This design comes from an exercise in tuning for small area, a short achievable clock period and few clock cycles per item on the open sky130 flow, not from production work. In this exercise RTL edits were held to simulation tests only and were not proved equivalent to the original. Power and IR drop assume default switching activity.

==> flow/design.v <==
module f16_core (
    input  wire        clk,
    input  wire        rst,         
    input  wire        step,        
    output wire        ready,       
    output wire        mem_req,
    output wire        mem_we,
    output wire [15:0] mem_addr,
    output wire [7:0]  mem_wdata,
    input  wire        mem_gnt,
    input  wire [7:0]  mem_rdata,
    input  wire [3:0]  dbg_sel,
    output wire [15:0] dbg_data
);
    localparam [3:0] S_IDLE  = 4'd0;    
    localparam [3:0] S_FETCH = 4'd1;    
    localparam [3:0] S_LHI   = 4'd2;    
    localparam [3:0] S_LLO   = 4'd3;    
    localparam [3:0] S_JHI   = 4'd4;    
    localparam [3:0] S_JLO   = 4'd5;    
    localparam [3:0] S_REGS  = 4'd6;    
    localparam [3:0] S_ADD   = 4'd7;    
    localparam [3:0] S_AHI   = 4'd8;    
    localparam [3:0] S_ALO   = 4'd9;    
    localparam [3:0] S_REGD  = 4'd10;   
    localparam [3:0] S_RDD   = 4'd11;   
    localparam [3:0] S_WHI   = 4'd12;   
    localparam [3:0] S_WLO   = 4'd13;   
    localparam [3:0] S_RHI   = 4'd14;   
    localparam [3:0] S_RLO   = 4'd15;   
    localparam [3:0] O_MLR = 4'd0;      
    localparam [3:0] O_MRR = 4'd1;      
    localparam [3:0] O_MRM = 4'd2;      
    localparam [3:0] O_MMR = 4'd3;      
    localparam [3:0] O_ADD = 4'd4;      
    localparam [3:0] O_JNE = 4'd5;      
    localparam [3:0] O_PSL = 4'd6;      
    localparam [3:0] O_PSR = 4'd7;      
    localparam [3:0] O_POP = 4'd8;      
    localparam [3:0] O_CLL = 4'd9;      
    localparam [3:0] O_CLR = 4'd10;     
    localparam [3:0] O_RET = 4'd11;     
    reg  [191:0] xr;                    
    reg  [15:0]  sfs;
    reg  [3:0]   state;
    reg  [3:0]   op;
    reg  [15:0]  t;                     
    reg  [15:0]  ma;                    
    reg  [3:0]   c;                     
    reg          ne;                    
    reg          ret_f;                 
    wire [15:0]  ip  = xr[16*0 +: 16];
    wire [15:0]  acc = xr[16*1 +: 16];
    wire [15:0]  r1  = xr[16*2 +: 16];
    wire [15:0]  sp  = xr[16*10 +: 16];
    wire [15:0]  fp  = xr[16*11 +: 16];
    wire [7:0]   b = mem_rdata;
    wire st_idle  = (state == S_IDLE);
    wire st_fetch = (state == S_FETCH);
    wire st_lhi   = (state == S_LHI);
    wire st_llo   = (state == S_LLO);
    wire st_jhi   = (state == S_JHI);
    wire st_jlo   = (state == S_JLO);
    wire st_regs  = (state == S_REGS);
    wire st_add   = (state == S_ADD);
    wire st_ahi   = (state == S_AHI);
    wire st_alo   = (state == S_ALO);
    wire st_regd  = (state == S_REGD);
    wire st_rdd   = (state == S_RDD);
    wire st_whi   = (state == S_WHI);
    wire st_wlo   = (state == S_WLO);
    wire st_rhi   = (state == S_RHI);
    wire st_rlo   = (state == S_RLO);
    wire is_cal   = (op == O_CLL) | (op == O_CLR);
    wire is_push  = (op == O_PSL) | (op == O_PSR) | is_cal;
    wire is_pop   = (op == O_POP) | (op == O_RET);
    wire is_ret   = (op == O_RET);
    wire dec      = (st_idle & step | st_fetch) & mem_gnt;    
    wire lo_byte  = st_llo | st_jlo | st_alo | st_wlo | st_rlo;
    assign ready    = st_idle;
    assign mem_req  = 1'b1;
    assign mem_addr = (st_idle | st_fetch) ? ip : ma;
    reg  ma_zero;
    always @(posedge clk)
        if (!lo_byte)
            ma_zero <= (ma == 16'hFFFF);
    wire [7:0]  bm   = (lo_byte && ma_zero) ? 8'h00 : b;
    wire [15:0] word = {t[15:8], bm};
    function [2:0] res3;                
        input [1:0] d;
        begin
            res3 = {d == 2'd2, d == 2'd1, d == 2'd0 || d == 2'd3};
        end
    endfunction
    function [2:0] add3;                
        input [2:0] x, y;
        begin
            add3[0] = x[0] & y[0] | x[1] & y[2] | x[2] & y[1];
            add3[1] = x[0] & y[1] | x[1] & y[0] | x[2] & y[2];
            add3[2] = x[0] & y[2] | x[2] & y[0] | x[1] & y[1];
        end
    endfunction
    wire [2:0]  bq = add3(add3(res3(b[3:2]), res3(b[5:4])), res3(b[7:6]));
    wire [3:0]  bl = {b[1:0] == 2'd3, b[1:0] == 2'd2, b[1:0] == 2'd1, b[1:0] == 2'd0};
    wire [11:0] boh = {{4{bq[2]}} & bl, {4{bq[1]}} & bl, {4{bq[0]}} & bl};
    wire [3:0]  bidx = {bq[2], bq[1], bl[3] | bl[2], bl[3] | bl[1]};
    wire [11:0] coh = 12'd1 << c;
    reg [3:0] c_next;
    always @(*) begin
        if (is_ret)
            c_next = (c == 4'd11) ? 4'd0 : (c == 4'd0) ? 4'd9 : c - 4'd1;
        else
            c_next = (c == 4'd9) ? 4'd0 : c + 4'd1;
    end
    wire [15:0] sum     = t + (ret_f ? fp : ma);
    reg [15:0] dbg;
    always @(*) begin
        case (dbg_sel)
            4'd0:  dbg = xr[16*0 +: 16];
            4'd1:  dbg = xr[16*1 +: 16];
            4'd2:  dbg = xr[16*2 +: 16];
            4'd3:  dbg = xr[16*3 +: 16];
            4'd4:  dbg = xr[16*4 +: 16];
            4'd5:  dbg = xr[16*5 +: 16];
            4'd6:  dbg = xr[16*6 +: 16];
            4'd7:  dbg = xr[16*7 +: 16];
            4'd8:  dbg = xr[16*8 +: 16];
            4'd9:  dbg = xr[16*9 +: 16];
            4'd10: dbg = xr[16*10 +: 16];
            4'd11: dbg = xr[16*11 +: 16];
            4'd12: dbg = sfs;
            default: dbg = 16'h0000;
        endcase
    end
    assign dbg_data = dbg;
    wire        live = st_regs | st_add;
    wire [3:0]  cl   = {c[1:0] == 2'd3, c[1:0] == 2'd2, c[1:0] == 2'd1, c[1:0] == 2'd0};
    wire [2:0]  ch   = {c[3:2] == 2'd2, c[3:2] == 2'd1, c[3:2] == 2'd0};
    wire [3:0]  rsl  = live ? bl : cl;
    wire [2:0]  rsh  = live ? bq : ch;
    reg  [15:0] rg;
    reg  [15:0] rp;
    integer j, k;
    always @(*) begin
        rp = 16'h0000;
        for (j = 0; j < 3; j = j + 1) begin
            rg = 16'h0000;
            for (k = 0; k < 4; k = k + 1)
                rg = rg | (xr[16*(4*j+k) +: 16] & {16{rsl[k]}});
            rp = rp | (rg & {16{rsh[j]}});
        end
    end
    reg [2:0] len;
    always @(*) begin
        case (b)
            8'h10, 8'h12, 8'h13:        len = 3'd4;
            8'h11, 8'h14, 8'h17, 8'h5E: len = 3'd3;
            8'h15:                      len = 3'd5;
            8'h18, 8'h1A, 8'h5F:        len = 3'd2;
            default:                    len = 3'd1;
        endcase
    end
    wire        ret_n   = st_regd & is_ret;                 
    wire [15:0] n2      = {t[14:0], 1'b0};
    wire [15:0] ip_len  = ip + {13'd0, len};
    wire [15:0] sp_add  = sp + (ret_n ? n2 : st_rdd ? 16'h0002 : 16'hFFFE);
    wire        sfs_sub = ~(st_whi | st_wlo);
    wire [14:0] sfs_op  = ret_n ? ~t[14:0] :
                          sfs_sub ? 15'h7FFF : (c == 4'd1) ? 15'h0002 : 15'h0001;
    wire [15:0] sfs_s   = {sfs[15:1], ret_n} + {sfs_op, ret_n};
    wire [15:0] sfs_pm  = {sfs_s[15:1], sfs[0]};
    wire        dec_ret = (b == 8'h60);
    wire [15:0] ma_add  = (dec ? (dec_ret ? fp : ip) : ma) + {14'd0, dec & dec_ret, ~(dec & dec_ret)};
    wire [15:0] wsrc = (is_cal & (c == 4'd3)) ? r1 :
                       (is_cal & (c == 4'd2)) ? sfs : t;
    assign mem_we    = st_whi | (st_wlo & ~ma_zero);
    assign mem_wdata = st_whi ? wsrc[15:8] : wsrc[7:0];
    reg [3:0] dec_op;
    reg [3:0] dec_st;
    always @(*) begin
        dec_op = O_MLR;
        dec_st = S_IDLE;
        case (b)
            8'h10: begin dec_op = O_MLR; dec_st = S_LHI;  end
            8'h11: begin dec_op = O_MRR; dec_st = S_REGS; end
            8'h12: begin dec_op = O_MRM; dec_st = S_REGS; end
            8'h13: begin dec_op = O_MMR; dec_st = S_AHI;  end
            8'h14: begin dec_op = O_ADD; dec_st = S_REGS; end
            8'h15: begin dec_op = O_JNE; dec_st = S_LHI;  end
            8'h17: begin dec_op = O_PSL; dec_st = S_LHI;  end
            8'h18: begin dec_op = O_PSR; dec_st = S_REGS; end
            8'h1A: begin dec_op = O_POP; dec_st = S_RDD;  end
            8'h5E: begin dec_op = O_CLL; dec_st = S_LHI;  end
            8'h5F: begin dec_op = O_CLR; dec_st = S_REGS; end
            8'h60: begin dec_op = O_RET; dec_st = S_RHI;  end
            default: ;
        endcase
    end
    wire g         = mem_gnt;
    wire push_done = g & st_wlo & is_push;
    wire pop_hi    = g & st_rhi & is_pop;
    wire cal_tgt   = g & st_whi & is_cal & (c == 4'd3);    
    wire cal_done  = push_done & is_cal & (c == 4'd2);
    wire ret_fp    = g & st_rhi & is_ret & (c == 4'd0);
    wire load_w    = g & st_rlo & (~is_ret | (c != 4'd11) & (c != 4'd1));
    wire ret_last  = g & ret_n;
    wire jmp_take  = g & st_jlo & ne;
    wire is_add    = (op == O_ADD);
    wire regd      = g & st_regd & ~is_ret & ~is_add;
    wire add_done  = g & st_regd & is_add;
    wire [11:0] wen = (regd ? boh : 12'd0) | (load_w ? coh : 12'd0);
    wire        w_word = st_rlo | st_jlo | st_alo;
    wire [15:0] gen   = {t[15:8], w_word ? bm : t[7:0]};
    wire        nrst   = ~rst;
    wire [15:0] gen_d  = gen & {16{nrst}};
    wire        acc_en = rst | wen[1] | add_done;
    wire [15:0] acc_d  = ((st_regd & is_add) ? sum : gen) & {16{nrst}};
    wire        ip_en  = rst | wen[0] | jmp_take | cal_done | dec;
    wire [15:0] ip_d   = ((wen[0] | jmp_take) ? gen : cal_done ? fp : ip_len) & {16{nrst}};
    wire        sp_en  = rst | wen[10] | push_done | pop_hi | ret_last;
    wire [15:0] sp_d   = rst ? 16'hFFFE : wen[10] ? gen : pop_hi ? ma : sp_add;
    wire        fp_en  = rst | wen[11] | cal_tgt | ret_fp | cal_done;
    wire [15:0] fp_d   = rst ? 16'hFFFE : (wen[11] | cal_tgt) ? gen :
                         cal_done ? sp_add : sum;
    wire        sfs_en = rst | push_done & ~cal_done | pop_hi | ret_last;
    wire [15:0] sfs_d  = sfs_pm & {16{nrst}};
    integer i;
    always @(posedge clk) begin
        if (ip_en)  xr[16*0 +: 16] <= ip_d;
        if (acc_en) xr[16*1 +: 16] <= acc_d;
        for (i = 2; i < 10; i = i + 1)
            if (rst | wen[i]) xr[16*i +: 16] <= gen_d;
        if (sp_en)  xr[16*10 +: 16] <= sp_d;
        if (fp_en)  xr[16*11 +: 16] <= fp_d;
        if (sfs_en) sfs <= sfs_d;
    end
    always @(posedge clk) begin
        if (rst) begin
            state <= S_IDLE;
        end else if (dec) begin
            state <= dec_st;
        end else if (st_idle) begin
            if (step) state <= S_FETCH;
        end else if (g) begin
            case (state)
                S_LHI:  state <= S_LLO;
                S_LLO:  state <= (op == O_MLR) ? S_REGD :
                                 (op == O_JNE) ? S_JHI  : S_WHI;
                S_JHI:  state <= S_JLO;
                S_REGS: state <= (op == O_MRR) ? S_REGD :
                                 (op == O_MRM) ? S_AHI  :
                                 (op == O_ADD) ? S_ADD  : S_WHI;
                S_ADD:  state <= S_REGD;
                S_AHI:  state <= S_ALO;
                S_ALO:  state <= (op == O_MRM) ? S_WHI : S_RDD;
                S_RDD:  state <= S_RHI;
                S_WHI:  state <= S_WLO;
                S_WLO:  state <= (is_cal && c != 4'd2) ? S_WHI : S_IDLE;
                S_RHI:  state <= S_RLO;
                S_RLO:  state <= (is_ret && c != 4'd1) ? S_RHI :
                                 is_ret ? S_REGD : S_IDLE;
                default: state <= S_IDLE;       
            endcase
        end
    end
    wire [7:0] acc_byte = st_lhi ? acc[15:8] : acc[7:0];
    wire       byte_ne  = (st_lhi ? b : bm) != acc_byte;
    always @(posedge clk) begin
        if (dec) begin
            op <= dec_op;
            ret_f <= dec_ret;
            ma <= ma_add;
            c  <= dec_ret ? 4'd11 : 4'd3;
        end
        if (g) begin
            if (st_lhi | st_jhi | st_ahi | st_rhi)
                t[15:8] <= b;
            if (st_llo | st_alo | st_rlo)
                t[7:0] <= bm;
            if (st_regs | st_wlo | st_alo & (op == O_MRM))
                t <= rp;
            if (st_add)
                t <= rp;                
            if (st_lhi)
                ne <= byte_ne;
            if (st_llo)
                ne <= ne | byte_ne;
            if (st_lhi | st_llo | st_jhi | st_regs | st_ahi | st_alo |
                st_whi | st_rhi | st_rlo)
                ma <= ma_add;
            if ((st_llo | st_regs) & is_push)
                ma <= sp;
            if (st_alo & (op == O_MRM))
                ma <= word;
            if (st_add)
                ma <= t;
            if (st_rdd)
                ma <= (op == O_POP) ? sp_add : t;
            if (st_wlo)
                ma <= sp_add;
            if (st_regs & (op == O_MRM) | st_rdd)
                c <= bidx;
            if (st_wlo | st_rlo)
                c <= c_next;
        end
    end
endmodule
==> flow/flow/run.sh <==
#!/bin/bash
# Standard layout, with the port buffers made of plain buffers
# (sky130_fd_sc_hd__buf_4) rather than the default choice, and resizing
# free to change a cell's footprint.
set -o pipefail
export BUFFER_PORTS_ARGS="-buffer_cell sky130_fd_sc_hd__buf_4"
bash standard.sh MATCH_CELL_FOOTPRINT=0 finish > standard.log 2>&1
==> flow/standard.sh <==
#!/bin/bash
# synth_recipe.tcl (not shown) runs the flow's synth.tcl, then flattens the netlist and writes it again
# the make line also repeats each setting of config.mk as NAME=value (left out here)
make -C /OpenROAD-flow-scripts/flow DESIGN_CONFIG=/design/flow/config.mk WORK_HOME=/design/flow/orfs CLKGATE_MAP_FILE= SYNTH_SCRIPT=/design/flow/synth_recipe.tcl "${@:-finish}"
==> flow/config.mk <==
export PLATFORM = sky130hd
export DESIGN_NAME = f16_core
export DESIGN_NICKNAME = f16_core
export VERILOG_FILES = /design/flow/design.v
export SDC_FILE = /design/flow/constraint.sdc
export NUM_CORES = 4
export LEC_CHECK = 0
export CAP_MARGIN = 10
export CORE_MARGIN = 2
export CORE_UTILIZATION = 50
export SETUP_SLACK_MARGIN = 3.5
export SLEW_MARGIN = 10
==> flow/constraint.sdc <==
create_clock -name core_clock -period 8.0 [get_ports {clk}]
set_input_delay 1.6000 -clock core_clock [delete_from_list [all_inputs] [get_ports {clk}]]
set_output_delay 1.6000 -clock core_clock [all_outputs]
set_load 0.01 [all_outputs]
==> summary.md, run 1 <==
| Metric | Value |
|---|---|
| EDFF count, synth | `~230` |
| Pin count of the biggest net entering global routing | `62` |
| Worst Hold Depth | `2` |
| Post-Synth Adder-Cell Area | `4.65%` |
| Endpoints failing setup | `0` |
| Clock skew | `20.8 ps` |
| Simple-gate share of the synthesized area | `17.6%` |
| GRT Total Usage | `41.6%` |
| DRT Pass-1 Iters | `6` |
| CTS hold repair buffers | `0` |
| Worst hold start | `c[1]$_DFF_P_` |
| I/O Buffers | `57` |
| FMAX | `between 200 and 250 MHz` |
| CTS Root Buffer Type | `clkbuf_16` |
| Area contributors post-synth | `edfxtp_1 (37%), a22oi_1 (5.5%), a21oi_1 (5.3%), nor2_1 (4.4%), ha_1 (4.1%)` |
| CP Capture Type | `output pin` |
| Slowest CP cell | `a22o_1` |
| Internal reg-to-reg setup slack | `roughly 3700 ps` |
| Die width | `slightly below 200 µm` |
| Max-slew headroom | `22.7%` |
| CTS Sinks | `roughly 260` |
| Fin. Hold Viols | `0` |
| Cell row count | `70` |
| R2R Path End | `xr[191]$_SDFFCE_PP1P_` |
| Max VDD drop | `about 0.0002 V` |
| CP Class | `in2out` |
| Antenna violations before repair | `1` |
| H-tree levels | `1` |
| Setup tns final | `0 ps` |
| Crit path launch | `dbg_sel[1]` |
| Slew @ Worst Pin | `1160 ps` |
| Clock edge transition at the registers on the reported setup and hold paths | `60 ps` |
| Die area | `38700 µm²` |
| Core area | `36600 µm²` |
| First-pass GRT wire length | `118 mm` |
| Tcrit/Tclk final | `a little under three fifths` |
| Crit path max-delay family | `buffers and inverters` |
| Hold Path Class | `reg2reg` |
| DRT Wirelength | `about 80 mm` |
| Worst skew pair latency | `620 ps` |
| PD cells | `321 nW/µm²` |
| Clock buffer count from CTS | `31` |
| CTS tree | `yes` |
| Synth Warn # | `1` |
| Mapped Nets | `2145` |
| Grt ovf | `0` |
| Synth Register Bits | `between 200 and 300` |
| Drt initial violations | `3072` |
| Hold worst-path end | `c[1]$_DFF_P_` |
| Synth Area in XOR/XNOR | `3.63%` |
| Most common cell in the netlist | `edfxtp_1` |
| Crit path cell chain | `buf_12, nand2b_4, nor3_4, buf_12, buf_8, buf_4, a22o_1, a221oi_2, nand3_1, buf_6` |
| Synth cell count leaders | `edfxtp_1 (231), nor2_1 (217), nand2_1 (198), a21oi_1 (196), a22oi_1 (135)` |
| Final nets | `2201` |
| Compound-Gate Fraction of Synth Area | `26.3%` |
| Status | `finished clean` |
| R2r startpoint | `op[2]$_DFFE_PN_` |
| Antenna Violating Nets Remaining | `0` |
| Slew Limit Fails | `0` |
| Mux contribution to synthesized area | `between 3 and 4%` |
| DR DRC count | `0` |
| Largest family of logic cells by synthesized area | `compound AO/OA/AOI/OAI gates` |
| Synth area leader | `edfxtp_1` |
| Synthesis-to-layout area growth | `16.9%` |
| Cell Area, Synth | `18600 µm²` |
| Ys async rst share | `0%` |
| IO Count | `59` |
| Reg2reg path depth | `15` |
| Vias per cell | `7.22` |
| Crit path DAT | `3000 ps` |
| Mapped Cells | `2063` |
| Via Count | `approximately 19k` |
| Critical path buffers and inverters | `5` |
| Worst hold margin | `570 ps` |
| Syn_area_per_cell | `9.00 µm²` |
| Crit path max fanout | `7` |
| Cell mode on critical path | `buf_12` |
| Top FF cell, synth | `edfxtp_1` |
| Routability cong. | `0.990` |
| Post-synth top area share | `37.3%` |
| Post-DP HPWL | `56.2 mm` |
| Number of global-route vias before repair | `17.4k` |
| Share of cells above drive strength 1 | `18.4%` |
| CTS Buffer Depth | `3` |
| Yosys cell types | `slightly below 90` |
| CP max stage delay | `about 200 ps` |
| Initial Util | `50.7%` |
| WL per Instance | `31.4 µm` |
| N_diodes | `0` |
| DIE HEIGHT | `197 µm` |
| CP Launch Type | `primary input` |
| Min Tclk post-route | `~4600 ps` |
| RSZ-0062 raised after global routing | `yes` |
| Max-Cap Viols | `0` |
| Worst EP required | `6400 ps` |
| LEAKAGE | `0.00786 µW` |
| Share of the yosys chip area belonging to registers | `39.9%` |
| Power Total | `roughly 7000 µW` |
## how the worst max path moves through the flow
stage | endpoint | slack [ps] | depth (start not counted)
finish | dbg_data[12] | 3400 | 10
global route | dbg_data[5] | 3360 | 9
CTS | dbg_data[2] | 3480 | 8
detailed placement | ma[11]$_DFF_P_ | 2340 | 16
global placement | ma[11]$_DFF_P_ | 2470 | 16
floorplan | xr[14]$_DFFE_PP_ | 3510 | 18
## per-stage QoR
step           cell area (µm²)  std cells  setup slack, ps  utilization (%)
6_report                 21700       2608             3400             59.3
5_1_grt                  21700       2608             3360             59.3
4_1_cts                  21300       2590             3480             58.3
3_5_place_dp             19500       2493             2340             53.3
3_3_place_gp             19500       2493             2470             53.3
2_1_floorplan            18600       2063             3510                -
## cell families (layout without fill, tap and decap cells)
group / Yosys count / in the layout
AND/OR/NAND/NOR: 690 / 690
flip-flops: 255 / 255
AO/OA/AOI/OAI: 723 / 723
XOR/XNOR: 77 / 77
buffers and inverters: 186 / 263
other: 1 / 1
multiplexers: 65 / 65
adder cells (fa/ha/maj): 66 / 66
## power breakdown
part / internal [µW] / total (µW) / switching [µW]
Combinational: 1250 / 3240 / 1990
Sequential: 1780 / 2290 / 501
Clock: 835 / 1450 / 616
Total: 3870 / 6980 / 3110
## state kept, by name, indices dropped and copies added (netlist names)
| register | flops |
|---|---|
| ma | 16 |
| ne | 1 |
| t | 16 |
| xr | 192 |
| ret_f | 1 |
| state | 4 |
| sfs | 16 |
| ma_zero | 1 |
| op | 4 |
| c | 4 |
## layer usage
layer  GRT usage [%]  wire length, µm  vias up
li1                -                -     8037
met1            57.4            32000     9060
met2            60.9            34800     1478
met3            9.36            10600      263
met4            21.7             4580        2
met5               0               13        -
## layout make-up
cell class                      instances  area, µm²
Clock inverter                         20        220
Inverter                               40        158
Fill cell                            3235      14900
Tap cell                              468        586
Timing Repair Buffer                  169       1530
Clock buffer                           34        787
Sequential cell                       255       7420
Multi-Input combinational cell       1622      11000
## worst reg2reg max path, stage by stage, from the launching register on
cell and delay [ps]:
edfxtp_1 540, and4b_4 500, and3_4 340, inv_4 170, nor2_1 140, nor2_1 80, fa_1 420, a21o_1 220
a221oi_4 370, a211oi_1 150, o31ai_1 350, xnor2_1 200, xor2_1 270, nand2_1 80, o21ai_0 90, o21ai_0 110
## repair_timing
action,CTS,global route
hold endpoints to repair,0,0
resized for setup,82,57
cloned,3,0
pin swaps,22,23
setup buffers,40,18
setup endpoints to repair,66,69
## cell usage in the layout, fill, tap and decap left out, types with 23 or more instances in the layout
master	Yosys	routed
a21oi_1	196	194
a22oi_1	135	116
xnor2_1	45	45
edfxtp_1	231	231
nor3_1	44	34
inv_1	36	35
nor2_1	217	207
nand3_1	80	75
xor2_1	32	32
buf_4	7	139
clkbuf_16	0	33
o21ai_0	113	106
dfxtp_1	24	23
nand2_1	198	194
ha_1	61	59
mux2i_1	36	36
a221oi_2	1	27
mux2_2	29	29
o211ai_1	33	33
a211oi_1	48	48
Testbench counts, summed over its fixed seeds: cycles 114,487, instrs 24,000.
==> inputs of run 2 (changes only) <==
--- a/flow/config.mk
+++ b/flow/config.mk
@@ -9,3 +9,3 @@
 export CORE_MARGIN = 2
-export CORE_UTILIZATION = 50
+export CORE_UTILIZATION = 55
 export SETUP_SLACK_MARGIN = 3.5
==> run 2 against run 1 <==
Die area decreased by 8.9%. Sequential share of layout area down 0.069 points. Critical path depth shrank 1. Clock power is 3% lower. Register-to-register slack got worse by 40 ps. Global-route usage is 2.5 points higher. Still clean. Highest routed layer unchanged. Final cell count shrank 0.19%. Sequential power hardly changed. Area after synthesis is the same. Largest power group unchanged.
==> summary.md, run 2 <==
| Metric | Value |
|---|---|
| Status | `finished clean` |
| Reg with most FFs | `xr` |
| Worst hold margin | `576 ps (+6.05 ps)` |
| Via Count | `19.2k (+2.1%)` |
| Mapped Nets | `2145 (unchanged)` |
| CTS Sinks | `255 (unchanged)` |
| N_diodes | `0 (unchanged)` |
| Post-synth top area share | `37.3% (unchanged)` |
| Mapped Cells | `2063 (unchanged)` |
| Hold Path Class | `reg2reg` |
| Mux contribution to synthesized area | `3.70% (unchanged)` |
| LEAKAGE | `0.00793 µW (+0.97%)` |
| First-pass GRT wire length | `116 mm (-1.9%)` |
| Top FF cell, synth | `edfxtp_1` |
| Crit path DAT | `3030 ps (+30 ps)` |
| Synth Register Bits | `255 (unchanged)` |
| Sequential power share | `32.9% (about the same)` |
| Fin. Hold Viols | `0 (unchanged)` |
| Share of the yosys chip area belonging to registers | `39.9% (unchanged)` |
| CTS Root Buffer Type | `clkbuf_16` |
| Internal Pwr Total | `3840 µW (-0.92%)` |
| Commonest non-fill, non-tap cell in the layout | `edfxtp_1` |
| Clock skew | `55.4 ps (+34.7 ps)` |
| Post-Synth Adder-Cell Area | `4.65% (unchanged)` |
| Min Tclk post-route | `4630 ps (+30.8 ps)` |
| WL per Instance | `31.1 µm (-1.0%)` |
| Synth Area in XOR/XNOR | `3.63% (unchanged)` |
| Clock edge transition at the registers on the reported setup and hold paths | `70 ps (about the same)` |
| CP max stage delay | `240 ps (+40 ps)` |
| Tcrit/Tclk final | `57.8% (+0.38 points)` |
| Syn_area_per_cell | `9.00 µm² (unchanged)` |
| Critical path buffers and inverters | `4 (-1)` |
| Crit path cell chain | `buf_12, nand2b_4, nor2_4, buf_12, buf_8, a22o_1, a221oi_2, nand3_1, buf_4` |
| Max VDD drop | `0.000229 V (+14%)` |
| DR DRC count | `0 (unchanged)` |
| DRT Pass-1 Iters | `7 (+1)` |
| Die width | `188 µm (-4.6%)` |
| H-tree levels | `1 (unchanged)` |
| Synth area leader | `edfxtp_1` |
| Slew @ Worst Pin | `1130 ps (-34.1 ps)` |
| PD cells | `320 nW/µm² (-0.34%)` |
| Net Sw Frac | `45.0% (+0.44 points)` |
| Worst EP required | `6400 ps (about the same)` |
| Ys async rst share | `0% (unchanged)` |
| Max-slew headroom | `25.0% (+2.3 points)` |
| Drt initial violations | `3414 (+11%)` |
| GRT Total Usage | `44.0% (+2.5 points)` |
| Cell mode on critical path | `buf_12` |
| I/O Buffers | `57 (unchanged)` |
| Slowest CP cell | `a22o_1` |
| Vias per cell | `7.39 (+2.3%)` |
| Commonest cells after routing, fill and taps aside | `edfxtp_1 (231), nor2_1 (208), nand2_1 (194)` |
| Final nets | `2213 (+0.55%)` |
| Synth cell count leaders | `edfxtp_1 (231), nor2_1 (217), nand2_1 (198), a21oi_1 (196), a22oi_1 (135)` |
| RSZ-0062 raised after global routing | `yes` |
| Area contributors post-synth | `edfxtp_1 (37%), a22oi_1 (5.5%), a21oi_1 (5.3%), nor2_1 (4.4%), ha_1 (4.1%)` |
| Synthesis-to-layout area growth | `17.2%` |
| Crit path max-delay family | `buffers and inverters` |
| Cell row count | `67 (-4.3%)` |
| Antenna Violating Nets Remaining | `0 (unchanged)` |
| Routability cong. | `0.987 (-0.28%)` |
| Pin count of the biggest net entering global routing | `67 (+8.1%)` |
| Compound-Gate Fraction of Synth Area | `26.3% (unchanged)` |
| Post-Layout Cell Count | `2603 (-0.19%)` |
| Area of the multi-input gates | `11000 µm² (+0.11%)` |
| Endpoints failing setup | `0 (unchanged)` |
| Largest family of logic cells by synthesized area | `compound AO/OA/AOI/OAI gates` |
| Number of flip-flops in the largest register | `192 (unchanged)` |
| Final Util | `65.2% (+5.9 points)` |
| Seq. cell area | `7420 µm² (about the same)` |
| Clock buffer count from CTS | `30 (-3.2%)` |
| Max-Cap Viols | `0 (unchanged)` |
| CTS hold repair buffers | `0 (unchanged)` |
| Die area | `35300 µm² (-8.9%)` |
| CP Launch Type | `primary input` |
| Clk pwr share | `20.2% (-0.6 points)` |
| Synth Warn # | `1 (unchanged)` |
| Cell Area, Synth | `18600 µm² (unchanged)` |
| DP Area | `19500 µm² (about the same)` |
| Slew Limit Fails | `0 (unchanged)` |
| Worst skew pair latency | `620 ps (about the same)` |
| Initial Util | `55.7% (+4.9 points)` |
| Crit path max fanout | `6 (-1)` |
| CP Class | `in2out` |
| NetSw | `3130 µW (+0.87%)` |
| Fill cell count | `2824 (-13%)` |
| Most common cell in the netlist | `edfxtp_1` |
| Number of global-route vias before repair | `17.6k (+0.97%)` |
| CTS tree | `yes` |
| DIE HEIGHT | `188 µm (-4.6%)` |
| Yosys cell types | `89 (unchanged)` |
| CP Capture Type | `output pin` |
| Antenna violations before repair | `2 (+1)` |
| Grt ovf | `0 (unchanged)` |
| DRT Wirelength | `81.0 mm (-1.2%)` |
| DP Cell Count | `2477 (-0.64%)` |
| Core area | `33400 µm² (-8.9%)` |
| Simple-gate share of the synthesized area | `17.6% (unchanged)` |
| IO Count | `59 (unchanged)` |
| CTS Buffer Depth | `3 (unchanged)` |
| EDFF count, synth | `231 (unchanged)` |
| FMAX | `216 MHz (-0.67%)` |
| Setup tns final | `0 ps (unchanged)` |
| Post-DP HPWL | `54.8 mm (-2.4%)` |
| Comb power frac | `46.8% (+0.4 points)` |
| Fin area | `21800 µm² (+0.22%)` |
| Share of cells above drive strength 1 | `19.4% (+0.94 points)` |
## run 2: cell counts after synthesis
Identical to the previous run, type by type.
## run 2: final cells by class
type                       instances  area share (%)
sequential                       255            34.1
tap                              448            2.58
clock inverter                    22           0.966
clock buffer                      34            3.52
inverter                          40           0.730
multi-input combinational       1622            50.7
timing repair buffer             182            7.42
## run 2: timing repair
item,CTS,global route
cloned,2,1
pin swaps,24,46
setup buffers,44,23
endpoints found under the hold margin,0,0
endpoints found under the setup margin,60,60
resized for setup,80,73
## run 2: metrics by stage
| stage | worst slack [ps] | total power (µW) |
|---|---|---|
| after global routing | 3320 | 7230 |
| after detailed placement | 2710 | 5300 |
| final | 3370 | 6970 |
| after global placement | 2660 | 5260 |
| after floorplan | 3510 | 4200 |
| after CTS | 3300 | 6730 |
## run 2: routing by layer
metal | GRT usage [%] | vias up | wire length (µm)
met5 | 0 | - | 14
met4 | 24.8 | 2 | 5880
met2 | 64.1 | 1760 | 33600
met1 | 58.7 | 9013 | 29000
li1 | - | 8076 | -
met3 | 13.0 | 380 | 12500
## run 2: power groups by stage
stage	clock network [µW]	registers [µW]	logic (µW)
2_1_floorplan	0	1970	2240
3_3_place_gp	0	2260	3010
3_5_place_dp	0	2250	3050
4_1_cts	1390	2240	3100
5_1_grt	1440	2290	3500
6_report	1410	2300	3260
## run 2: cell families after synthesis
| logic type | after synthesis |
|---|---|
| other cells | 1 |
| mux | 65 |
| flops | 255 |
| compound gates | 723 |
| fa+ha+maj | 66 |
| simple gates | 690 |
| xor+xnor | 77 |
| buf+inv | 186 |
## run 2: worst paths after layout
check	from	endpoint	slack (ps)	cells past startpoint
worst max-delay path	dbg_sel[3]	dbg_data[3]	3370	9
worst min-delay path	c[1]$_DFF_P_	c[1]$_DFF_P_	580	2
worst max register to register	state[3]$_SDFFE_PP0P_	xr[191]$_SDFFCE_PP1P_	3670	16
worst min register to register	c[1]$_DFF_P_	c[1]$_DFF_P_	580	2
## run 2: worst min-delay path: stages, from the launching register on
cell,delay [ps]
dfxtp_2,390
nor2_1,100
a21oi_1,50
==> inputs of run 3 (changes only) <==
--- a/flow/config.mk
+++ b/flow/config.mk
@@ -7,6 +7,6 @@
 export LEC_CHECK = 0
-export CAP_MARGIN = 10
+export CAP_MARGIN = 5
 export CORE_MARGIN = 2
-export CORE_UTILIZATION = 55
+export CORE_UTILIZATION = 50
 export SETUP_SLACK_MARGIN = 3.5
-export SLEW_MARGIN = 10
+export SLEW_MARGIN = 5
==> run 3 against run 2 <==
Cell area down 0.24%. Core utilization down 5.9 points. Worst hold slack worse by 4.9 ps. Clock skew is 35 ps lower. Combinational power hardly changed. Non-clock buffer count fell by 13. Register-to-register slack better by 30 ps. Critical path depth is 1 higher. Area after synthesis unchanged. Die area up 9.8%. Critical endpoint is now dbg_data[12]. Flip-flop and latch count did not move. Largest cell class unchanged.
==> summary.md, run 3 <==
| Metric | Value |
|---|---|
| Status | `finished clean` |
| Mapped Cells | `2063 (unchanged)` |
| Post-synth top area share | `37.3% (unchanged)` |
| Max-slew headroom | `12.3% (-13 points)` |
| Die width | `197 µm (+4.8%)` |
| Cell Area, Synth | `18600 µm² (unchanged)` |
| Synth cell count leaders | `edfxtp_1 (231), nor2_1 (217), nand2_1 (198), a21oi_1 (196), a22oi_1 (135)` |
| Crit path launch | `dbg_sel[1]` |
| IO Count | `59 (unchanged)` |
| Number of global-route vias before repair | `17.4k (-0.96%)` |
| First-pass GRT wire length | `118 mm (+1.9%)` |
| Clock skew | `20.4 ps (-35.1 ps)` |
| Slew Limit Fails | `0 (unchanged)` |
| CP Capture Type | `output pin` |
| Share of cells above drive strength 1 | `18.4% (-0.99 points)` |
| Number of flip-flops in the largest register | `192 (unchanged)` |
| Fin. Hold Viols | `0 (unchanged)` |
| Crit path max fanout | `7 (+1)` |
| CP max stage delay | `200 ps (-40 ps)` |
| Worst skew pair latency | `620 ps (about the same)` |
| Crit path DAT | `2990 ps (-40 ps)` |
| Hold Path Class | `reg2reg` |
| Min Tclk post-route | `4590 ps (-35.6 ps)` |
| Cell row count | `70 (+4.5%)` |
| Syn_area_per_cell | `9.00 µm² (unchanged)` |
| Cell mode on critical path | `buf_12` |
| Clock edge transition at the registers on the reported setup and hold paths | `60 ps (about the same)` |
| Via Count | `18.9k (-1.7%)` |
| CTS tree | `yes` |
| DRT Pass-1 Iters | `8 (+1)` |
| I/O Buffers | `57 (unchanged)` |
| Tcrit/Tclk final | `57.4% (-0.45 points)` |
| Routability cong. | `0.990 (+0.28%)` |
| Mapped Nets | `2145 (unchanged)` |
| CP Class | `in2out` |
| Final Util | `59.3% (-5.9 points)` |
| Pin count of the biggest net entering global routing | `62 (-7.5%)` |
| Share of the yosys chip area belonging to registers | `39.9% (unchanged)` |
| Slowest CP cell | `a22o_1` |
| Most common cell in the netlist | `edfxtp_1` |
| Worst hold start | `c[1]$_DFF_P_` |
| Synthesis-to-layout area growth | `16.9%` |
| Initial Util | `50.7% (-4.9 points)` |
| FMAX | `218 MHz (+0.78%)` |
| Antenna violations before repair | `1 (-1)` |
| Yosys cell types | `89 (unchanged)` |
| Synth area leader | `edfxtp_1` |
| Vias per cell | `7.25 (-1.9%)` |
| Reg with most FFs | `xr` |
| Drt initial violations | `3092 (-9.4%)` |
| DRT Wirelength | `81.8 mm (+1.0%)` |
| Commonest cells after routing, fill and taps aside | `edfxtp_1 (231), nor2_1 (207), nand2_1 (194), a21oi_1 (194), buf_4 (139)` |
| Grt ovf | `0 (unchanged)` |
| CTS Sinks | `255 (unchanged)` |
| Area contributors post-synth | `edfxtp_1 (37%), a22oi_1 (5.5%), a21oi_1 (5.3%), nor2_1 (4.4%), ha_1 (4.1%)` |
| Clock buffer count from CTS | `31 (+3.3%)` |
| CP Launch Type | `primary input` |
| Crit path cell chain | `buf_12, nand2b_4, nor3_4, buf_12, buf_8, buf_4, a22o_1, a221oi_2, nand3_1, buf_6` |
| PD cells | `321 nW/µm² (+0.37%)` |
| DR DRC count | `0 (unchanged)` |
| EDFF count, synth | `231 (unchanged)` |
| Synth Warn # | `1 (unchanged)` |
| Post-DP HPWL | `56.2 mm (+2.4%)` |
| CTS Root Buffer Type | `clkbuf_16` |
| Worst EP required | `6400 ps (about the same)` |
| H-tree levels | `1 (unchanged)` |
| Endpoints failing setup | `0 (unchanged)` |
| Setup tns final | `0 ps (unchanged)` |
| Max VDD drop | `0.000200 V (-13%)` |
| WL per Instance | `31.4 µm (+0.85%)` |
| Slew @ Worst Pin | `1310 ps (+180 ps)` |
| Antenna Violating Nets Remaining | `0 (unchanged)` |
| LEAKAGE | `0.00786 µW (-0.97%)` |
| Final nets | `2201 (-0.54%)` |
| Ys async rst share | `0% (unchanged)` |
| Core area | `36600 µm² (+9.7%)` |
| N_diodes | `0 (unchanged)` |
| CTS hold repair buffers | `0 (unchanged)` |
| CTS Buffer Depth | `3 (unchanged)` |
| Max-Cap Viols | `0 (unchanged)` |
| Top FF cell, synth | `edfxtp_1` |
| Synth Register Bits | `255 (unchanged)` |
| Commonest non-fill, non-tap cell in the layout | `edfxtp_1` |
| Die area | `38700 µm² (+9.8%)` |
| R2r startpoint | `op[2]$_DFFE_PN_` |
| RSZ-0062 raised after global routing | `yes` |
| DIE HEIGHT | `197 µm (+4.8%)` |
| GRT Total Usage | `41.6% (-2.5 points)` |
-- run 3: cell counts after synthesis --
Identical to the previous run, type by type.
-- run 3: path summary, 6_finish.rpt --
kind,end,slack [ps],depth (start not counted)
max,dbg_data[12],3410,10
min,c[1]$_DFF_P_,570,2
max reg2reg,xr[191]$_SDFFCE_PP1P_,3700,15
min reg2reg,c[1]$_DFF_P_,570,2
-- run 3: timing repair --
action                                 4_1_cts  5_1_grt
setup endpoints to repair                   66       69
pin swaps                                   22       23
buffers inserted                            40       18
endpoints found under the hold margin        0        0
gates resized for setup                     82       57
gates cloned                                 3        0
-- run 3: worst max-delay path: cells and delay by family --
family,cells,cell delay [ps]
AND/OR/NAND/NOR,3,340
buffers and inverters,5,670
AO/OA/AOI/OAI,2,370
-- run 3: layer usage --
metal | wire length [µm] | global-route usage, %
met1 | 31500 | 57.4
met2 | 34400 | 60.9
met3 | 11000 | 9.36
met4 | 4950 | 21.7
met5 | 13 | 0
-- run 3: per-stage QoR --
stage                     total power, µW  hold WS, ps  cell area, µm²  instances  setup WS [ps]
after detailed placement             5310          571           19500       2493           2340
after floorplan                      4200          498           18600       2063           3510
after global routing                 7290          601           21700       2608           3360
after CTS                            6800          581           21300       2590           3480
final                                6980          571           21700       2608           3410
after global placement               5280          564           19500       2493           2470
-- run 3: layout make-up --
| cell class | count | area (µm²) |
|---|---|---|
| clock inverter | 20 | 220 |
| clock buffer | 34 | 787 |
| inverter | 40 | 158 |
| fill | 3237 | 14900 |
| tap | 468 | 586 |
| sequential | 255 | 7420 |
| multi-input combinational | 1622 | 11000 |
| timing repair buffer | 169 | 1530 |
-- run 3: cell families (layout without fill, tap and decap cells) --
kind of cell / Yosys count / count (layout) / share of synthesized area, %
multiplexers: 65 / 65 / 3.70
AND/OR/NAND/NOR: 690 / 690 / 17.6
AO/OA/AOI/OAI: 723 / 723 / 26.3
adder cells (fa/ha/maj): 66 / 66 / 4.65
other: 1 / 1 / 0.0202
buffers and inverters: 186 / 263 / 4.17
flip-flops: 255 / 255 / 39.9
XOR/XNOR: 77 / 77 / 3.63
-- run 3: power breakdown --
part / total [µW] / leakage (µW) / internal, µW / switching (µW)
registers: 2290 / 0.00249 / 1780 / 502
logic: 3240 / 0.00488 / 1250 / 1990
clock network: 1450 / 0.000490 / 835 / 614
==> inputs of run 4 (changes only) <==
--- a/flow/config.mk
+++ b/flow/config.mk
@@ -10,2 +10,3 @@
 export CORE_UTILIZATION = 50
+export PLACE_DENSITY = 0.7
 export SETUP_SLACK_MARGIN = 3.5
==> run 4 against run 3 <==
Still clean on timing, DRC and antenna. Core utilization hardly changed. Clock power hardly changed. First-iteration DRC count is 26% higher. Flip-flop and latch count stayed put. Die area stayed put. Sequential power hardly changed. Wire length is 0.45% higher. Worst hold slack better by 3.8 ps. Count of clock-buffer cells in the layout is 5 higher. Global-route usage is 0.55 points lower. Register-to-register slack worse by 20 ps. Combinational power is 2% higher. Highest routed layer unchanged.
==> summary.md, run 4 <==
| Metric | Value |
|---|---|
| DRT Pass-1 Iters | `12 (+4)` |
| DIE HEIGHT | `197 µm (unchanged)` |
| Clock buffer count from CTS | `30 (-3.2%)` |
| CTS Buffer Depth | `3 (unchanged)` |
| EDFF count, synth | `231 (unchanged)` |
| Pin count of the biggest net entering global routing | `49 (-21%)` |
| IO Count | `59 (unchanged)` |
| Antenna Violating Nets Remaining | `0 (unchanged)` |
| Number of global-route vias before repair | `17.7k (+1.5%)` |
| Grt ovf | `0 (unchanged)` |
| Synth Warn # | `1 (unchanged)` |
| Top FF cell, synth | `edfxtp_1` |
| I/O Buffers | `57 (unchanged)` |
| Core area | `36600 µm² (unchanged)` |
| PD cells | `324 nW/µm² (+0.78%)` |
| Post-DP HPWL | `54.8 mm (-2.5%)` |
| Yosys cell types | `89 (unchanged)` |
| LEAKAGE | `0.00787 µW (+0.12%)` |
| Mapped Cells | `2063 (unchanged)` |
| N_diodes | `0 (unchanged)` |
| DR DRC count | `0 (unchanged)` |
| Commonest cells after routing, fill and taps aside | `edfxtp_1 (231), nor2_1 (208), nand2_1 (195)` |
| Cell row count | `70 (unchanged)` |
| Worst EP required | `6400 ps (about the same)` |
| GRT Total Usage | `41.0% (-0.55 points)` |
| Synth cell count leaders | `edfxtp_1 (231), nor2_1 (217), nand2_1 (198), a21oi_1 (196), a22oi_1 (135)` |
| Power Total | `7030 µW (+0.74%)` |
| Clock edge transition at the registers on the reported setup and hold paths | `50 ps (about the same)` |
| CP Class | `in2out` |
| CTS tree | `yes` |
| Mapped Nets | `2145 (unchanged)` |
| Dpl ws | `2350 ps (+13.4 ps)` |
| Fill cell count | `3145 (-2.8%)` |
| Ys async rst share | `0% (unchanged)` |
| CTS hold repair buffers | `0 (unchanged)` |
| H-tree levels | `1 (unchanged)` |
| Slowest CP cell | `buf_2` |
| WL per Instance | `31.5 µm (+0.34%)` |
| Die area | `38700 µm² (unchanged)` |
| Worst skew pair latency | `630 ps (about the same)` |
| Clock skew | `49.4 ps (+29.0 ps)` |
| Die width | `197 µm (unchanged)` |
| Share of cells above drive strength 1 | `18.1% (-0.26 points)` |
| CTS Sinks | `255 (unchanged)` |
| Max VDD drop | `0.000222 V (+11%)` |
| Max-Cap Viols | `0 (unchanged)` |
| Most common cell in the netlist | `edfxtp_1` |
| Cell Area, Synth | `18600 µm² (unchanged)` |
| Slew Limit Fails | `0 (unchanged)` |
| Min Tclk post-route | `4730 ps (+134 ps)` |
| CP max stage delay | `410 ps (+210 ps)` |
| First-pass GRT wire length | `118 mm (-0.60%)` |
| Crit path max fanout | `7 (unchanged)` |
| FMAX | `212 MHz (-2.8%)` |
| RSZ-0062 raised after global routing | `yes` |
| Tcrit/Tclk final | `59.1% (+1.7 points)` |
| Final Util | `59.3% (about the same)` |
| Area contributors post-synth | `edfxtp_1 (37%), a22oi_1 (5.5%), a21oi_1 (5.3%), nor2_1 (4.4%), ha_1 (4.1%)` |
| CP Launch Type | `primary input` |
| Syn_area_per_cell | `9.00 µm² (unchanged)` |
| Post-synth top area share | `37.3% (unchanged)` |
| DRT Wirelength | `82.2 mm (+0.45%)` |
| Post-route setup slack | `3270 ps (-134 ps)` |
| Reg with most FFs | `xr` |
| Number of flip-flops in the largest register | `192 (unchanged)` |
| Drt initial violations | `3896 (+26%)` |
| Share of the yosys chip area belonging to registers | `39.9% (unchanged)` |
| Antenna violations before repair | `2 (+1)` |
| Slew @ Worst Pin | `1250 ps (-57.4 ps)` |
| Hold Path Class | `reg2reg` |
| Critical path buffers and inverters | `4 (-1)` |
| Fin. Hold Viols | `0 (unchanged)` |
| Final nets | `2202 (+0.045%)` |
| Crit path DAT | `3130 ps (+140 ps)` |
| Via Count | `19.5k (+3.4%)` |
| CP Capture Type | `output pin` |
| Routability cong. | `1.05 (+5.8%)` |
| Synthesis-to-layout area growth | `16.9% (about the same)` |
| Status | `finished clean` |
| Commonest non-fill, non-tap cell in the layout | `edfxtp_1` |
| CTS Root Buffer Type | `clkbuf_16` |
| Crit path max-delay family | `buffers and inverters` |
| Endpoints failing setup | `0 (unchanged)` |
| Crit path cell chain | `buf_12, nand2b_4, nor3_2, buf_2, buf_4, a221oi_2, nand3_2, buf_6` |
| Initial Util | `50.7% (unchanged)` |
| Max-slew headroom | `16.1% (+3.7 points)` |
| Synth Register Bits | `255 (unchanged)` |
| Synth area leader | `edfxtp_1` |
| Vias per cell | `7.48 (+3.3%)` |
| Setup tns final | `0 ps (unchanged)` |
| DP Cell Count | `2489 (-0.16%)` |
| Post-Layout Cell Count | `2611 (+0.12%)` |
## run 4: cell counts after synthesis
No cell type changed its count.
## run 4: area by class of cell
class | count | area, µm² | share of cell area (%)
well taps | 468 | 586 | 2.70
clock inverters | 16 | 214 | 0.986
inverters | 40 | 158 | 0.726
repair buffers | 171 | 1530 | 7.06
multi-input cells | 1622 | 11000 | 50.7
clock buffers | 39 | 785 | 3.61
flip-flops and latches | 255 | 7420 | 34.2
## run 4: path summary, 6_finish.rpt
check	startpoint	cells past startpoint	slack, ps	endpoint
setup / recovery	dbg_sel[3]	8	3270	dbg_data[7]
hold / removal	c[1]$_DFF_P_	2	570	c[1]$_DFF_P_
setup reg to reg	state[3]$_SDFFE_PP0P_	15	3680	xr[191]$_SDFFCE_PP1P_
hold reg to reg	c[1]$_DFF_P_	2	570	c[1]$_DFF_P_
## run 4: kinds of logic (layout without fill, tap and decap cells)
logic type	count (synthesis)	after routing	synth area share, %
fa+ha+maj	66	66	4.65
buf+inv	186	266	4.17
other cells	1	1	0.0202
xor+xnor	77	77	3.63
simple gates	690	690	17.6
mux	65	65	3.70
flops	255	255	39.9
compound gates	723	723	26.3
## run 4: per-stage QoR
stage	hold WS [ps]	cell area, µm²
2_1_floorplan	498	18600
3_3_place_gp	582	19500
5_1_grt	658	21700
6_report	575	21700
4_1_cts	604	21200
3_5_place_dp	596	19500
## run 4: timing repair
action / CTS / global route
gates resized for setup: 75 / 51
cloned: 1 / 2
pin swaps: 25 / 28
buffers inserted: 35 / 29
setup endpoints to repair: 72 / 65
## run 4: per-layer routing
| layer | global-route usage [%] | up-vias | wire length [µm] |
|---|---|---|---|
| li1 | - | 8050 | - |
| met1 | 54.2 | 9133 | 28900 |
| met2 | 60.6 | 1898 | 33800 |
| met3 | 12.5 | 454 | 13400 |
| met4 | 21.7 | 2 | 6060 |
| met5 | 0 | - | 13 |
## run 4: worst register-to-register path: cells and delay by family (launching register included)
| family | cells | cell delay, ps |
|---|---|---|
| fa+ha+maj | 2 | 720 |
| buf+inv | 1 | 300 |
| compound gates | 6 | 1340 |
| flops | 1 | 300 |
| xor+xnor | 2 | 520 |
| simple gates | 4 | 880 |
## run 4: power by group
part           switching (µW)  internal (µW)  total [µW]
combinational            2030           1260        3290
sequential                508           1790        2290
clock                     624            823        1450
==> inputs of run 5 (changes only) <==
--- a/flow/config.mk
+++ b/flow/config.mk
@@ -7,7 +7,6 @@
 export LEC_CHECK = 0
-export CAP_MARGIN = 5
+export CAP_MARGIN = 10
 export CORE_MARGIN = 2
-export CORE_UTILIZATION = 50
-export PLACE_DENSITY = 0.7
-export SETUP_SLACK_MARGIN = 3.5
-export SLEW_MARGIN = 5
+export CORE_UTILIZATION = 45
+export SETUP_SLACK_MARGIN = 3.6
+export SLEW_MARGIN = 10
==> run 5 against run 4 <==
Largest power group unchanged. Setup slack gained 170 ps. Critical endpoint is now dbg_data[9]. Combinational power is essentially flat. Cell area grew 1.6%. Fmax grew 3.8%. Clock power shrank 6%. Flip-flop and latch count is the same. Final cell count grew 3.2%.
==> summary.md, run 5 <==
| Metric | Value |
|---|---|
| Share of cells above drive strength 1 | `19.7% (+1.6 points)` |
| DP Cell Count | `2558 (+2.8%)` |
| Max VDD drop | `0.000244 V (+10%)` |
| Crit path DAT | `2950 ps (-180 ps)` |
| Worst EP required | `6400 ps (about the same)` |
| Synth Warn # | `1 (unchanged)` |
| Synth Register Bits | `255 (unchanged)` |
| Share of the yosys chip area belonging to registers | `39.9% (unchanged)` |
| IO Count | `59 (unchanged)` |
| Max-Cap Viols | `0 (unchanged)` |
| DRT Pass-1 Iters | `9 (-3)` |
| Initial Util | `45.5% (-5.2 points)` |
| DP Area | `19600 µm² (+0.62%)` |
| Antenna violations before repair | `1 (-1)` |
| Fin. Hold Viols | `0 (unchanged)` |
| Reg with most FFs | `xr` |
| Met3 wire length | `11.7 mm (-13%)` |
| Fin area | `22100 µm² (+1.6%)` |
| CTS tree | `yes` |
| M1 WL | `31.7 mm (+9.6%)` |
| Syn_area_per_cell | `9.00 µm² (unchanged)` |
| Worst skew pair latency | `640 ps (about the same)` |
| Tcrit/Tclk final | `56.9% (-2.1 points)` |
| DRT Wirelength | `84.2 mm (+2.5%)` |
| Top FF cell, synth | `edfxtp_1` |
| Synthesis-to-layout area growth | `18.7%` |
| Mapped Nets | `2145 (unchanged)` |
| DR DRC count | `0 (unchanged)` |
| CP Capture Type | `output pin` |
| Die area | `42900 µm² (+11%)` |
| Number of flip-flops in the largest register | `192 (unchanged)` |
| Core area | `40800 µm² (+12%)` |
| Max-slew headroom | `27.4% (+11 points)` |
| Antenna Violating Nets Remaining | `0 (unchanged)` |
| Ys async rst share | `0% (unchanged)` |
| Die width | `207 µm (+5.3%)` |
| N_diodes | `0 (unchanged)` |
| Top sig layer | `met5` |
| Setup tns final | `0 ps (unchanged)` |
| Slew @ Worst Pin | `1090 ps (-160 ps)` |
| Most common cell in the netlist | `edfxtp_1` |
| CTS Sinks | `255 (unchanged)` |
| GRT Total Usage | `37.6% (-3.4 points)` |
| Synth area leader | `edfxtp_1` |
| Crit path max fanout | `7 (unchanged)` |
| CTS Buffer Depth | `3 (unchanged)` |
| CTS hold repair buffers | `0 (unchanged)` |
| Fill cell count | `3687 (+17%)` |
| Routability cong. | `1.00 (-4.5%)` |
| Commonest non-fill, non-tap cell in the layout | `edfxtp_1` |
| Final Util | `54.0% (-5.3 points)` |
| Endpoints failing setup | `0 (unchanged)` |
| Post-DP HPWL | `56.5 mm (+3.2%)` |
| Via Count | `19.1k (-2.1%)` |
| DIE HEIGHT | `207 µm (+5.3%)` |
| Yosys cell types | `89 (unchanged)` |
| Metal2 WL | `34.6 mm (+2.3%)` |
| Mapped Cells | `2063 (unchanged)` |
| Synth cell count leaders | `edfxtp_1 (231), nor2_1 (217), nand2_1 (198), a21oi_1 (196), a22oi_1 (135)` |
| Clock buffer count from CTS | `30 (unchanged)` |
| Area of the multi-input gates | `11100 µm² (+1.1%)` |
| CTS Root Buffer Type | `clkbuf_16` |
| CP max stage delay | `410 ps (about the same)` |
| WL per Instance | `31.3 µm (-0.70%)` |
| EDFF count, synth | `231 (unchanged)` |
| Worst hold margin | `564 ps (-11.0 ps)` |
| CP Class | `in2out` |
| PD cells | `316 nW/µm² (-2.4%)` |
| Slowest CP cell | `nor4_4` |
| Cell Area, Synth | `18600 µm² (unchanged)` |
| Number of global-route vias before repair | `17.8k (+0.76%)` |
| RSZ-0062 raised after global routing | `yes` |
| Vias per cell | `7.10 (-5.2%)` |
| Grt ovf | `0 (unchanged)` |
| Commonest cells after routing, fill and taps aside | `edfxtp_1 (231), nor2_1 (207), a21oi_1 (195)` |
| FMAX | `220 MHz (+3.8%)` |
| Crit path cell chain | `buf_12, buf_6, nor4_4, buf_8, a22oi_2, nand2_1, a221oi_2, nand3_1, buf_4` |
| Status | `finished clean` |
| Post-Layout Cell Count | `2694 (+3.2%)` |
| Critical path buffers and inverters | `4 (unchanged)` |
| Pin count of the biggest net entering global routing | `66 (+35%)` |
| Final nets | `2221 (+0.86%)` |
| Clock skew | `56.6 ps (+7.18 ps)` |
| I/O Buffers | `57 (unchanged)` |
| Clock edge transition at the registers on the reported setup and hold paths | `60 ps (about the same)` |
| CP Launch Type | `primary input` |
| H-tree levels | `1 (unchanged)` |
| Area contributors post-synth | `edfxtp_1 (37%), a22oi_1 (5.5%), a21oi_1 (5.3%), nor2_1 (4.4%), ha_1 (4.1%)` |
| Drt initial violations | `3117 (-20%)` |
| First-pass GRT wire length | `121 mm (+3.1%)` |
| Post-synth top area share | `37.3% (unchanged)` |
| Crit path max-delay family | `simple AND/OR/NAND/NOR gates` |
| LEAKAGE | `0.00798 µW (+1.4%)` |
| Slew Limit Fails | `0 (unchanged)` |
| Seq. cell area | `7430 µm² (+0.10%)` |
| Hold Path Class | `reg2reg` |
| Cell row count | `74 (+5.7%)` |
| Min Tclk post-route | `4550 ps (-171 ps)` |
==> run 5: changes by cell type in the layout (fill, tap and decap cells not counted), moves of 5 or more <==
cell	delta
clkinv_1	+5
buf_6	+26
a22oi_2	+13
a22oi_1	-13
buf_4	-5
==> run 5: final timing paths <==
check / start / end / slack [ps] / cells past startpoint
max: dbg_sel[2] / dbg_data[9] / 3450 / 9
min: c[1]$_DFF_P_ / c[1]$_DFF_P_ / 560 / 2
min reg2reg: c[1]$_DFF_P_ / c[1]$_DFF_P_ / 560 / 2
max reg2reg: op[2]$_DFFE_PN_ / sfs[14]$_DFFE_PP_ / 3710 / 14
==> run 5: power by group <==
part	switching (µW)	internal [µW]
sequential	544	1790
combinational	2000	1270
clock	612	749
==> run 5: per-layer routing <==
| metal | vias to the layer above | track usage (%) |
|---|---|---|
| met1 | 9142 | 52.1 |
| met2 | 1573 | 53.6 |
| met4 | 2 | 23.1 |
| met5 | - | 0 |
| met3 | 314 | 8.02 |
| li1 | 8086 | - |
==> run 5: layout make-up <==
cell class | count | share of cell area, %
sequential | 255 | 33.7
clock buffer | 42 | 3.74
tap | 532 | 3.02
clock inverter | 13 | 0.499
timing repair buffer | 189 | 7.87
inverter | 40 | 0.715
multi-input combinational | 1623 | 50.5
==> run 5: cells by family (layout without fill, tap and decap cells) <==
| logic type | count (synthesis) | count (layout) | synth area share (%) |
|---|---|---|---|
| xor gates and xnor gates | 77 | 77 | 3.63 |
| adders and majority gates | 66 | 66 | 4.65 |
| DFF | 255 | 255 | 39.9 |
| muxes | 65 | 65 | 3.70 |
| buffers and inverters | 186 | 284 | 4.17 |
| other | 1 | 1 | 0.0202 |
| AOI/OAI and AO/OA | 723 | 723 | 26.3 |
| and+or+nand+nor | 690 | 691 | 17.6 |
==> run 5: tightest hold or removal path: stages (launching register included) <==
cell,delay (ps)
dfxtp_2,380
nor2_1,100
a21oi_1,40
==> run 5: per-stage QoR <==
| step | power, µW | setup slack [ps] |
|---|---|---|
| global placement | 5320 | 2330 |
| detailed placement | 5340 | 2320 |
| CTS | 6780 | 3500 |
| finish | 6970 | 3450 |
| global route | 7260 | 3390 |
| floorplan | 4210 | 3610 |
==> run 5: repair_timing <==
| item | 4_1_cts | 5_1_grt |
|---|---|---|
| gates resized for setup | 146 | 46 |
| setup buffers | 60 | 17 |
| pin swaps | 51 | 22 |
| gates cloned | 3 | 1 |
| endpoints found under the setup margin | 88 | 76 |

## afterwards: timing with drivers on the ports
The results above use ideal ports. As a check the final layouts listed here were re-extracted and re-timed, cells and wires unchanged. Step 1 (the two cells are an assumption about what drives the block):
set clk [get_ports {clk}]
set_driving_cell -lib_cell sky130_fd_sc_hd__clkbuf_16 $clk
set_driving_cell -lib_cell sky130_fd_sc_hd__buf_2 [delete_from_list [all_inputs] $clk]
Step 2 times the ports against the registers' clock, not the clock port: input delays grow and output delays shrink by t, the midpoint of the rising clock arrivals with the driver on. Slacks: no drivers / after step 1 / after step 2; pairs: no drivers / after step 1.
run	t, ns	slack for setup (ns)	cell pins on the clock port's net
run 1	0.667	3.403 / 3.341 / 2.929	1
run 2	0.641	3.372 / 3.308 / 2.963	1
run 3	0.665	3.408 / 3.346 / 2.924	1
run 4	0.668	3.274 / 3.221 / 3.009	1
run 5	0.674	3.445 / 3.386 / 2.982	1
After both steps setup and hold are still met in every run listed. The setup slack of run 3, which loses most, moves by -0.062 ns with the drivers and by -0.484 ns with both steps.
